Source: an optimization exercise on an open RTL-to-GDS flow (aim: small area, a short achievable clock period and few clock cycles). Production flows keep margins and buffers that such runs may drop. No activity file was given, so power comes from the tool's default toggle rates.

==> run a <==
// sdr_frame_tx
module sdr_frame_tx (
    input  wire       clk,
    input  wire       rst,
    input  wire       in_valid,
    output wire       in_ready,
    input  wire [7:0] in_data,
    output wire       out_valid,
    input  wire       out_ready,
    output wire [7:0] out_data,
    output wire       done
);
    localparam [2:0]  T_NONE = 3'd0,    
                      T_TRAIN = 3'd1, T_START = 3'd2, T_DATA = 3'd3,
                      T_PARITY = 3'd4, T_END = 3'd5, T_DONE = 3'd6;
    function automatic [6:0] lfsr8(input [6:0] st);
        integer j;
        reg [6:0] r;
        begin
            r = st;
            for (j = 0; j < 8; j = j + 1)
                r = {r[0] ^ r[4], r[6:1]};
            lfsr8 = r;
        end
    endfunction
    function automatic [6:0] ham_enc(input [3:0] d);
        ham_enc = {d, d[3] ^ d[2] ^ d[0], d[3] ^ d[1] ^ d[0], d[2] ^ d[1] ^ d[0]};
    endfunction
    function automatic [31:0] crc_nib(input [31:0] r0, input [3:0] d);
        integer j;
        reg [31:0] r;
        begin
            r = r0 ^ {28'd0, d};
            for (j = 0; j < 4; j = j + 1)
                r = r[0] ? ((r >> 1) ^ 32'hEDB88320) : (r >> 1);
            crc_nib = r;
        end
    endfunction
    function automatic [7:0] eos_byte(input [3:0] j);
        eos_byte = (j == 4'd0 || j == 4'd5) ? 8'h45 :
                   (j == 4'd1 || j == 4'd6) ? 8'h4F :
                   (j == 4'd2 || j == 4'd7) ? 8'h53 :
                   (j == 4'd3 || j == 4'd8) ? 8'h00 : 8'hFF;
    endfunction
    reg  [95:0] br_q;      
    reg  [95:0] ar_q;      
    reg  [4:0]  ph_q;      
    reg  [31:0] crc_q;
    reg  [6:0]  ks_q;      
    reg  [5:0]  cur_q;     
    reg  [7:0]  od_q;      
    reg         ov_q;
    reg  [2:0]  ft_q;      
    reg  [2:0]  slot_q;    
    reg         gini_q;    
    reg         eosm_q;    
    reg  [3:0]  fill_q;    
    reg         full_q;    
    reg         rdy_q;     
    reg         done_q;
    assign out_valid = ov_q;
    assign out_data  = od_q;
    assign in_ready  = rdy_q;
    assign done      = done_q;
    wire is_d = (ft_q == T_DATA);
    wire is_p = (ft_q == T_PARITY);
  ...
clock: 15.0 ns
lec_check: 0
cap_margin: 20
core_margin: 2
core_utilization: 65
cts_cluster_diameter: 70
cts_cluster_size: 28
slew_margin: 20
standard.sh (not shown) runs the stock make flow with config.mk's settings and CLKGATE_MAP_FILE= SYNTH_SCRIPT=/design/flow/synth_recipe.tcl, a recipe that flattens the netlist after the stock synthesis.
==> flow/flow/run.sh <==
#!/bin/bash
# Standard layout (standard.sh's make command), with two changes that keep the
# constraints as they are:
#  - synthesis maps the logic with an area-oriented ABC script (area.abc);
#  - timing repair aims well below the 15 ns clock period (setup margin 11 ns).
set -euo pipefail
cd "$(dirname "$0")/.."
W=$(pwd)
export SETUP_SLACK_MARGIN=11
export BUFFER_PORTS_ARGS="-buffer_cell sky130_fd_sc_hd__buf_1"
export AREA_ABC_SCRIPT=$W/flow/area.abc
export FLOW_SYNTH_TCL=$W/synth_recipe.tcl
sed "s#SYNTH_SCRIPT=[^ ]*synth_recipe.tcl#SYNTH_SCRIPT=$W/flow/area_synth.tcl#" standard.sh > area_standard.sh
grep -q "SYNTH_SCRIPT=$W/flow/area_synth.tcl" area_standard.sh
bash area_standard.sh > standard_make.log 2>&1
==> flow/flow/area.abc <==
&get -n
&st
&dch
&nf -R 1000 -p
&put
==> flow/flow/area_synth.tcl <==
# The standard flow's synthesis (synth_recipe.tcl, sourced unchanged), with only the ABC
# mapping script replaced by an area-oriented one (flow/area.abc). The
# registers, their names and cell types come out as in the standard
# synthesis; only the combinational mapping differs.
proc abc {args} {
  set i [lsearch $args -script]
  if {$i >= 0} {
    set args [lreplace $args [expr {$i + 1}] [expr {$i + 1}] $::env(AREA_ABC_SCRIPT)]
  }
  yosys abc {*}$args
}
source $::env(FLOW_SYNTH_TCL)
==> run b (differences from run a) <==
--- a/flow/design.v
+++ b/flow/design.v
@@ -34,14 +34,17 @@
                 r = r[0] ? ((r >> 1) ^ 32'hEDB88320) : (r >> 1);
             crc_nib = r;
         end
     endfunction
     function automatic [7:0] eos_byte(input [3:0] j);
-        eos_byte = (j == 4'd0 || j == 4'd5) ? 8'h45 :
-                   (j == 4'd1 || j == 4'd6) ? 8'h4F :
-                   (j == 4'd2 || j == 4'd7) ? 8'h53 :
-                   (j == 4'd3 || j == 4'd8) ? 8'h00 : 8'hFF;
+        case (j)
+            4'd0, 4'd5: eos_byte = 8'h45;
+            4'd1, 4'd6: eos_byte = 8'h4F;
+            4'd2, 4'd7: eos_byte = 8'h53;
+            4'd3, 4'd8: eos_byte = 8'h00;
+            default:    eos_byte = 8'hFF;
+        endcase
     endfunction
     reg  [95:0] br_q;      
     reg  [95:0] ar_q;      
     reg  [4:0]  ph_q;      
     reg  [31:0] crc_q;
@@ -49,11 +52,11 @@
     reg  [5:0]  cur_q;     
     reg  [7:0]  od_q;      
     reg         ov_q;
     reg  [2:0]  ft_q;      
     reg  [2:0]  slot_q;    
-    reg         gini_q;    
+    reg  [7:0]  gid_q;
     reg         eosm_q;    
     reg  [3:0]  fill_q;    
     reg         full_q;    
     reg         rdy_q;     
     reg         done_q;
@@ -63,72 +66,79 @@
     assign done      = done_q;
     wire is_d = (ft_q == T_DATA);
     wire is_p = (ft_q == T_PARITY);
     wire pay  = (cur_q >= 6'd23) && (cur_q <= 6'd42);
     wire ring = (cur_q >= 6'd23) && (cur_q <= 6'd46);    
-    wire [5:0] pidx = (cur_q >= 6'd23) ? cur_q - 6'd23 : cur_q + 6'd1;
+    wire [5:0] pidx = cur_q - 6'd23;
     wire aligned = (ph_q == pidx[4:0]);
-    wire [7:0] gid = br_q[95:88];     
     wire can  = (ft_q != T_DONE) && !(ft_q == T_NONE && cur_q == 6'd20) &&
-                (cur_q < 6'd21 || cur_q > 6'd46 || aligned);
+                (!ring || aligned);
     wire main_free = !ov_q || out_ready;
     wire ld   = can && main_free;
     wire take = in_valid && rdy_q;
     wire [3:0] onib = (is_d ? br_q[95:92] : 4'd0) | (is_p ? ar_q[95:92] : 4'd0);
     wire [3:0] cnib = ph_q[0] ? ((is_d ? br_q[3:0] : 4'd0) | (is_p ? ar_q[3:0] : 4'd0))
                               : ((is_d ? br_q[91:88] : 4'd0) | (is_p ? ar_q[91:88] : 4'd0));
     wire [31:0] crc_f = ~crc_q;
     wire [7:0]  key   = {ks_q[0], ks_q[1], ks_q[2], ks_q[3], ks_q[4], ks_q[5], ks_q[6],
                          ks_q[0] ^ ks_q[4]};
-    wire c20  = (cur_q == 6'd20);
-    wire c21  = (cur_q == 6'd21);
-    wire c22  = (cur_q == 6'd22);
-    wire crcz = (cur_q >= 6'd43) && (cur_q <= 6'd46);
-    wire [7:0] vb = ({8{pay}} & {1'b0, ham_enc(onib)}) |
-                    ({8{c20}} & {5'd0, ft_q}) |
-                    ({8{c21 && (is_d || is_p)}} & gid) |
-                    ({8{c22}} & {5'd0, is_p, is_d & slot_q[1], is_d & slot_q[0]}) |
-                    ({8{crcz}} & crc_f[31:24]);
-    wire [7:0] kc = c20 ? 8'hFE : c21 ? 8'h3B : c22 ? 8'h14 : (cur_q == 6'd47) ? 8'h00 :
-                    (cur_q == 6'd16) ? 8'h1A : (cur_q == 6'd17) ? 8'hCF :
-                    (cur_q == 6'd18) ? 8'hFC : (cur_q == 6'd19) ? 8'h1D : 8'hAA;
-    wire [7:0] fb = (ring ? key : kc) ^ vb;
+    wire        scr   = (cur_q >= 6'd20) && (cur_q <= 6'd46);
+    reg [7:0] vb;
+    always @* begin
+        vb = 8'h00;
+        if (pay)
+            vb = {1'b0, ham_enc(onib)};
+        else case (cur_q)
+            6'd20: vb = {5'd0, ft_q};
+            6'd21: vb = (is_d || is_p) ? gid_q : 8'h00;
+            6'd22: vb = {5'd0, is_p, 1'b0, 1'b0} | (is_d ? {5'd0, slot_q} : 8'h00);
+            6'd43, 6'd44, 6'd45, 6'd46: vb = crc_f[31:24];
+            default: vb = 8'h00;
+        endcase
+    end
+    reg [7:0] fb;
+    always @* begin
+        if (scr)
+            fb = key ^ vb;
+        else if (cur_q == 6'd47)
+            fb = 8'h00;
+        else if (cur_q[5:2] == 4'd4)
+            fb = (cur_q[1:0] == 2'd0) ? 8'h1A : (cur_q[1:0] == 2'd1) ? 8'hCF :
+                 (cur_q[1:0] == 2'd2) ? 8'hFC : 8'h1D;
+        else
+            fb = 8'hAA;
+    end
     wire upd       = ld && pay && is_d;             
     wire frame_end = ld && (cur_q == 6'd47);
-    wire       gw    = (ph_q == 5'd22) && (gini_q || (ld && is_p && cur_q == 6'd21));
-    wire [7:0] gid_w = (gini_q || gid == 8'd255) ? 8'd1 : gid + 8'd1;
     wire [3:0] ahead = (slot_q != 3'd0) ? ar_q[95:92] : 4'd0;
     always @(posedge clk) begin
-        br_q <= {take ? in_data[3:0] : gw ? gid_w[3:0] : br_q[91:88], br_q[87:0],
-                 take ? in_data[7:4] : gw ? gid_w[7:4] : br_q[95:92]};
+        br_q <= {take ? in_data[3:0] : br_q[91:88], br_q[87:0],
+                 take ? in_data[7:4] : br_q[95:92]};
         ar_q <= {ar_q[91:0], upd ? ahead ^ br_q[95:92] : ar_q[95:92]};
         crc_q <= (ph_q < 5'd20) ? crc_nib(crc_q, cnib) : {crc_q[23:0], 8'hFF};
-        ks_q <= (ph_q == 5'd23) ? 7'h7D : lfsr8(ks_q);
-        if (rst)
-            od_q <= 8'hAA;       
-        else if (ld)
+        if (ld)
+            ks_q <= scr ? lfsr8(ks_q) : 7'h7F;
+        if (ld)
             od_q <= fb;
     end
     wire [4:0] ph_n   = (ph_q == 5'd23) ? 5'd0 : ph_q + 5'd1;
     wire [3:0] fill_n = take ? ((fill_q == 4'd9) ? 4'd0 : fill_q + 4'd1) : fill_q;
     wire       full_n = take ? (fill_q == 4'd9) : (full_q && !(ld && is_d && cur_q == 6'd46));
     always @(posedge clk) begin
         if (rst) begin
-            ph_q   <= 5'd2;      
-            cur_q  <= 6'd1;
-            ov_q   <= 1'b1;
+            ph_q   <= 5'd1;      
+            cur_q  <= 6'd0;
+            ov_q   <= 1'b0;
             ft_q   <= T_TRAIN;
             slot_q <= 3'd0;
-            gini_q <= 1'b1;
+            gid_q  <= 8'd1;
             fill_q <= 4'd0;
             full_q <= 1'b0;
             rdy_q  <= 1'b0;
             done_q <= 1'b0;
         end else begin
             ph_q   <= ph_n;
-            if (ph_q == 5'd22)
-                gini_q <= 1'b0;
             fill_q <= fill_n;
             full_q <= full_n;
             rdy_q  <= !full_n && (ph_n == {fill_n, 1'b0});
             done_q <= (ft_q == T_DONE) && !ov_q;
             if (main_free)
@@ -155,10 +165,11 @@
                         slot_q <= slot_q + 3'd1;
                         ft_q   <= (slot_q == 3'd3) ? T_PARITY : T_NONE;
                     end
                     T_PARITY: begin
                         slot_q <= 3'd0;
+                        gid_q  <= (gid_q == 8'd255) ? 8'd1 : gid_q + 8'd1;
                         ft_q   <= T_NONE;    
                     end
                     default: begin
                         slot_q <= slot_q + 3'd1;
                         if (slot_q == 3'd2) ft_q <= T_DONE;
==> flow/flow/run.sh (replaced) <==
#!/bin/bash
# Standard layout, with timing repair aimed well below the 15 ns clock period
# (the constraints are unchanged; only repair_timing's setup margin grows).
set -euo pipefail
cd "$(dirname "$0")/.."
export SETUP_SLACK_MARGIN=11
bash standard.sh > standard_make.log 2>&1
CORE_UTILIZATION = 40   (was 65)
removed: flow/flow/area.abc
removed: flow/flow/area_synth.tcl
==> comparison table <==
quantity	run a	run b
Met3 wire length	539 um	680 um
Area of the die	0.0136 mm2	0.0247 mm2
Final non-filler cell total	963	1163
Clock transition at the registers of the reported paths	100 ps	110 ps
Non-clock buffering overhead in the final layout	1.32%	3.18%
Count of cell types in the netlist	46	74
Global router's overall resource usage	23.5%	13.9%
Result of the run	complete, no violations	complete, no violations
Number of synthesized register bits	266	279
Layout clock buffers	15	17
GRT met2 Usage	40.0%	22.0%
LEAKAGE	3.44 nW	3.96 nW
Overall power consumption	1.61 mW	1.68 mW
Layout Area Growth over Synthesis	11.3%	13.3%
Critical path launch point	rdy_q$_SDFF_PP0_	in_valid
Buffer count excluding the clock tree in the final layout	25	40
DR WL met2	7520 um	7570 um
Well-Tap Cells	172	319
Height of the chip	117 um	157 um
Cts bufs inserted	14	15
No functional check of the RTL was part of any run of this note.

## what the ideal ports hide
How much do the figures lean on ideal ports? The routed layouts below were timed once more, with nothing changed but the port constraints.
Step 1 assumes that a clkbuf_16 drives the clock port and a buf_2 every other input.
Step 2 times the ports against the registers' clock, not the clock port: input delays grow and output delays shrink by t, the midpoint of the rising clock arrivals with the driver on.
a / b / c = ideal / step 1 / step 2; a / b = the first two.
run	t (ns)	setup slack, ns	hold WS [ns]
run a	0.516	11.024 / 10.982 / 10.600	0.324 / 0.324 / 0.324
run b	0.534	10.950 / 10.950 / 10.437	0.327 / 0.327 / 0.327
After both steps setup and hold are still met in every run listed. For run b, which loses most, drivers alone change the setup slack by 0.000 ns; drivers and shift together by -0.513 ns.
